What follows belongs to an exercise in optimizing a design on an open flow for small area, a short achievable clock period and few clock cycles; a production flow would make more cautious choices.
At most, simulation tests tie the RTL to the original design; equivalence was not proved.

==> inputs of run a <==
// psyn_core
module psyn_core (
    input  wire        clk,
    input  wire        rst,
    input  wire        op_valid,
    input  wire        op_tick,
    input  wire [31:0] op_word,
    output wire        op_ready,
    output wire        resp_valid,
    output wire [2:0]  resp_status,
    output wire [15:0] resp_sample
);
    localparam [2:0] ST_OK        = 3'd0;
    localparam [2:0] ST_INV_EVENT = 3'd1;
    localparam [2:0] ST_RANGE     = 3'd2;
    localparam [2:0] ST_BUSY      = 3'd3;
    localparam [2:0] ST_INV_CHAN  = 3'd4;
    localparam [3:0] K_END    = 4'd0;
    localparam [3:0] K_TIME   = 4'd1;
    localparam [3:0] K_ENABLE = 4'd2;
    localparam [3:0] K_MUTE   = 4'd3;
    localparam [3:0] K_SETF   = 4'd4;
    localparam [3:0] K_FSTEP  = 4'd5;
    localparam [3:0] K_PMSRC  = 4'd6;
    localparam [3:0] K_SETA   = 4'd7;
    localparam [3:0] K_ASTEP  = 4'd8;
    localparam [3:0] K_AMSRC  = 4'd9;
    localparam [3:0] K_ASCALE = 4'd10;
    localparam [3:0] K_SINT   = 4'd11;
    reg [16*8-1:0] rF;     
    reg [16*8-1:0] rFS;    
    reg [16*8-1:0] rIV;    
    reg [16*8-1:0] rC;     
    reg [8*8-1:0]  rAM;    
    reg [8*8-1:0]  rAS;    
    reg [5*8-1:0]  rSC;    
    reg [8-1:0]    rPE;    
    reg [3*8-1:0]  rPD;    
    reg [8-1:0]    rAE;    
    reg [3*8-1:0]  rAD;    
    reg [16*8-1:0] rLS;    
    reg [16*8-1:0] rT;     
    reg [2:0]  h;          
    reg [7:0]  en_mask;
    reg [7:0]  mu_mask;
    reg [15:0] remaining;
    reg [15:0] lfsr;
    wire [15:0] lfsr_next = {lfsr[14:0], lfsr[15] ^ lfsr[13] ^ lfsr[12] ^ lfsr[10]};
    reg [3:0]  clr_cnt;    
    wire       clearing = (clr_cnt != 4'd0);
    reg        run;        
    reg        mproc;      
    reg signed [18:0] acc;
    reg        dv_busy;
    reg [2:0]  dv_cnt;
    reg        dv_port;    
    reg [2:0]  dv_ch;
    reg [15:0] dv_r;
    reg [15:0] dv_t;
    reg [15:0] dv_i;
    reg [24:0] q0, q1;     
    reg        q_rd, q_wr;
    reg [1:0]  q_cnt;
    reg        q_full;
  ...
clock: 90.0 ns
lec_check: 0
cap_margin: 20
core_margin: 2
core_utilization: 40
slew_margin: 20
run.sh (not shown) runs the stock make flow with config.mk's settings and CLKGATE_MAP_FILE= SYNTH_SCRIPT=/design/flow/synth_recipe.tcl, a recipe that flattens the netlist after the stock synthesis.
==> run b (differences from run a) <==
--- a/flow/design.v
+++ b/flow/design.v
@@ -1084,17 +1084,18 @@
     reg [2:0]  dv_ch;
     reg [15:0] dv_r;
     reg [15:0] dv_t;
     reg [15:0] dv_i;
     reg [24:0] q0, q1;     
     reg        q_rd, q_wr;
     reg [1:0]  q_cnt;
     reg        q_full;
-    assign op_ready = !q_full;
+    reg        q_rdy;      
+    assign op_ready = q_rdy;
     wire accept = op_valid && !q_full;
     wire [24:0] cur     = q_rd ? q1 : q0;
     wire        have    = (q_cnt != 2'd0);
     wire        c_tick  = cur[24];
     wire [3:0]  c_kind  = cur[23:20];
     wire [3:0]  c_chan  = cur[19:16];
     wire [15:0] c_val   = cur[15:0];
     wire        running = (remaining != 16'd0);
@@ -1236,38 +1237,63 @@
     psyn_sine_lut u_lut (.idx(ang_q), .val(lut_val));
     wire is_dc    = (F0 == 16'd0);
     wire is_noise = (F0 == 16'hFFFF);
     wire [8:0] nz  = lfsr[8:0];
     wire [8:0] nzm = nz[8] ? (9'd0 - nz) : nz;    
     wire [8:0] mag = is_dc ? 9'd1 : is_noise ? nzm : {1'b0, lut_val};
     wire       sgn = is_dc ? 1'b0 : is_noise ? nz[8] : sin_neg;
     wire [10:0] bm = {2'b00, mag};
-    reg signed [24:0] prod;
-    reg [24:0] bpp, bcor;
-    reg [2:0]  bg;
-    reg        bs1, bs2, bng;
-    integer    bi;
+    reg  [24:0] brow0, brow1, brow2, brow3, brow4, bcor;
+    reg  [24:0] bpp;
+    reg  [2:0]  bg;
+    reg         bs1, bs2, bng;
+    integer     bi;
     always @(*) begin
-        prod = 25'sd0;
         bcor = 25'd0;
+        brow0 = 25'd0; brow1 = 25'd0; brow2 = 25'd0; brow3 = 25'd0; brow4 = 25'd0;
         for (bi = 0; bi < 5; bi = bi + 1) begin
             bg  = (bi == 0) ? {bm[1:0], 1'b0} : bm[2*bi+1 -: 3];
             bs1 = bg[1] ^ bg[0];
             bs2 = (bg == 3'b011) || (bg == 3'b100);
             bng = (bg[2] ^ sgn) && (bg != 3'b000) && (bg != 3'b111);
             bpp = (bs1 ? {{7{amp[17]}}, amp} : bs2 ? {{6{amp[17]}}, amp, 1'b0} : 25'd0) ^ {25{bng}};
-            prod = prod + $signed(bpp << (2*bi));
-            bcor = bcor | ({24'd0, bng} << (2*bi));
+            case (bi)
+                0: brow0 = bpp;
+                1: brow1 = bpp << 2;
+                2: brow2 = bpp << 4;
+                3: brow3 = bpp << 6;
+                default: brow4 = bpp << 8;
+            endcase
+            bcor[2*bi] = bng;
         end
-        prod = prod + $signed(bcor);
     end
-    wire signed [24:0] shd = prod >>> SC0;
-    wire signed [15:0] smp = (shd > 25'sd32767)  ? 16'sh7FFF :
-                             (shd < -25'sd32768) ? 16'sh8000 : shd[15:0];
+    function [49:0] csa;
+        input [24:0] x, y, z;
+        begin
+            csa[24:0]  = x ^ y ^ z;
+            csa[49:25] = {((x & y) | (x & z) | (y & z)), 1'b0};
+        end
+    endfunction
+    wire [49:0] bl1a = csa(brow0, brow1, brow2);
+    wire [49:0] bl1b = csa(brow3, brow4, bcor);
+    wire [49:0] bl2  = csa(bl1a[24:0], bl1a[49:25], bl1b[24:0]);
+    wire [49:0] bl3  = csa(bl2[24:0], bl2[49:25], bl1b[49:25]);
+    wire signed [24:0] prod = bl3[24:0] + bl3[49:25];
+    wire [40:0] pext = {{16{prod[24]}}, prod};
+    wire [15:0] shw  = pext >> SC0;
+    reg  [9:0]  psame;     
+    integer     pj;
+    always @(*) begin
+        psame[9] = 1'b1;
+        for (pj = 8; pj >= 0; pj = pj - 1)
+            psame[pj] = psame[pj+1] && (prod[15+pj] == prod[24]);
+    end
+    wire        povf = (SC0 <= 5'd9) && !psame[SC0];
+    wire [15:0] smp  = povf ? {prod[24], {15{!prod[24]}}} : shw;
     wire ramp = (IV0 != 16'd0) && (C0 == 16'd0);
     wire signed [17:0] f_sum = $signed({2'b00, F0}) + $signed({{2{FS0[15]}}, FS0});
     wire [15:0] f_ramped = (f_sum < 0) ? 16'd0 :
                            (f_sum > 18'sd16000) ? 16'd16000 : f_sum[15:0];
     wire signed [9:0] a_sum = $signed({2'b00, AM0}) + $signed({{2{AS0[7]}}, AS0});
     wire [15:0] c_inc = C0 + 16'd1;
     wire step = proc && en_mask[h];
     reg [15:0] nF, nLS, nT, nC;
@@ -1402,25 +1428,27 @@
             if (q_wr) q1 <= {op_tick, op_word[31:24], op_word[15:0]};
             else      q0 <= {op_tick, op_word[31:24], op_word[15:0]};
         end
         if (rst) begin
             q_rd   <= 1'b0;
             q_wr   <= 1'b0;
             q_cnt  <= 2'd0;
             q_full <= 1'b0;
+            q_rdy  <= 1'b1;
             dl_v   <= 8'd0;
             rv_q   <= 1'b0;
         end else begin
             if (accept)
                 q_wr <= !q_wr;
             if (exec)
                 q_rd <= !q_rd;
             q_cnt  <= q_cnt + {1'b0, accept} - {1'b0, exec};
-            q_full <= (q_cnt + {1'b0, accept} - {1'b0, exec}) == 2'd2;
+            q_full <= (q_cnt == 2'd2 && !exec) || (q_cnt == 2'd1 && accept && !exec);
+            q_rdy  <= !((q_cnt == 2'd2 && !exec) || (q_cnt == 2'd1 && accept && !exec));
             dl_v   <= {dl_v[6:0], exec};
             rv_q   <= dl_v[7];
         end
         rs_q <= mfinal ? mix_sat : 16'd0;
         rst_d <= rst;
         if (rst_d) begin
             h         <= 3'd0;
             en_mask   <= 8'd0;
==> flow/config.mk (replaced) <==
export PLATFORM = sky130hd
export DESIGN_NAME = psyn_core
export DESIGN_NICKNAME = psyn_core
export VERILOG_FILES = /design/flow/design.v
export SDC_FILE = /design/flow/constraint.sdc
export NUM_CORES = 4
export LEC_CHECK = 0
export ABC_AREA = 1
export CAP_MARGIN = 20
export CORE_MARGIN = 2
export CORE_UTILIZATION = 65
export CTS_BUF_LIST = sky130_fd_sc_hd__clkbuf_8
export CTS_CLUSTER_SIZE = 30
export SLEW_MARGIN = 20
==> impl_metrics.json <==
{
  "timing.rr.end": "p1_t1[3]$_DFF_P_",
  "p_clk_uw": 495,
  "reg2reg_depth": 90,
  "ys_seq_area_share_pct": 42.5,
  "grt_usage_pct": 33.7,
  "power_frac_seq_pct": 45.6,
  "chipWidth_um": 318,
  "cpPeakStageDelay_ps": 540,
  "routed-via-count": 52900,
  "switching_share_pct": 30.3,
  "maxSlewHeadroom_pct": 22.2,
  "power.switching_uw": 409,
  "outcome": "finished clean",
  "start_util_pct": 65.3,
  "synth.area.top_cells": "dfxtp_1 38%, ha_1 8.2%, nand2_1 7.7%",
  "use_met2_pct": 54.2,
  "synth_top_area_share_pct": 38.2
}
The numbers above come from run b.

==> impl_metrics.json <==
{
  "switching_share_pct": 27.2,
  "routed-via-count": 49400,
  "outcome": "finished clean",
  "synth.area.top_cells": "dfxtp_1 38%, ha_1 8.0%, fa_1 4.8%",
  "p_clk_uw": 535,
  "synth_top_area_share_pct": 37.7,
  "reg2reg_depth": 62,
  "cpPeakStageDelay_ps": 530,
  "chipWidth_um": 407,
  "ys_seq_area_share_pct": 41.9,
  "timing.rr.end": "rLS[113]$_SDFF_PP0_",
  "grt_usage_pct": 20.1,
  "power.switching_uw": 368,
  "start_util_pct": 40.3
}
The numbers above come from run a.

Testbench counts of run a, summed over its fixed seeds: cycles 24,032.
For run b, only the layout was checked, not whether the RTL still works.

[port drivers added, routing unchanged]
No port has a modelled driver above. Below, the same layouts with a new extraction and two added sets of constraints.
Step 1 assumes that a clkbuf_16 drives the clock port and a buf_2 every other input.
Step 2 moves the port delays by t, midway between the first and last clock arrival at a register: inputs arrive t later, outputs are due t later. That takes back most of the time a late clock gives input paths.
Slacks: ideal ports / drivers / drivers and shift; pairs: ideal ports / drivers.
| run | shift t [ns] | setup WS [ns] | worst setup path after step 2 | worst register clock-pin slew, ns |
|---|---|---|---|---|
| run a | 0.823 | 70.300 / 70.226 / 70.391 | input to register | 0.07 / 0.07 |
| run b | 0.932 | 70.240 / 70.171 / 70.230 | input to register | 0.07 / 0.07 |
After both steps every run listed still meets setup and hold. For run b, which loses most, drivers alone change the setup slack by -0.069 ns; drivers and shift together by -0.010 ns.
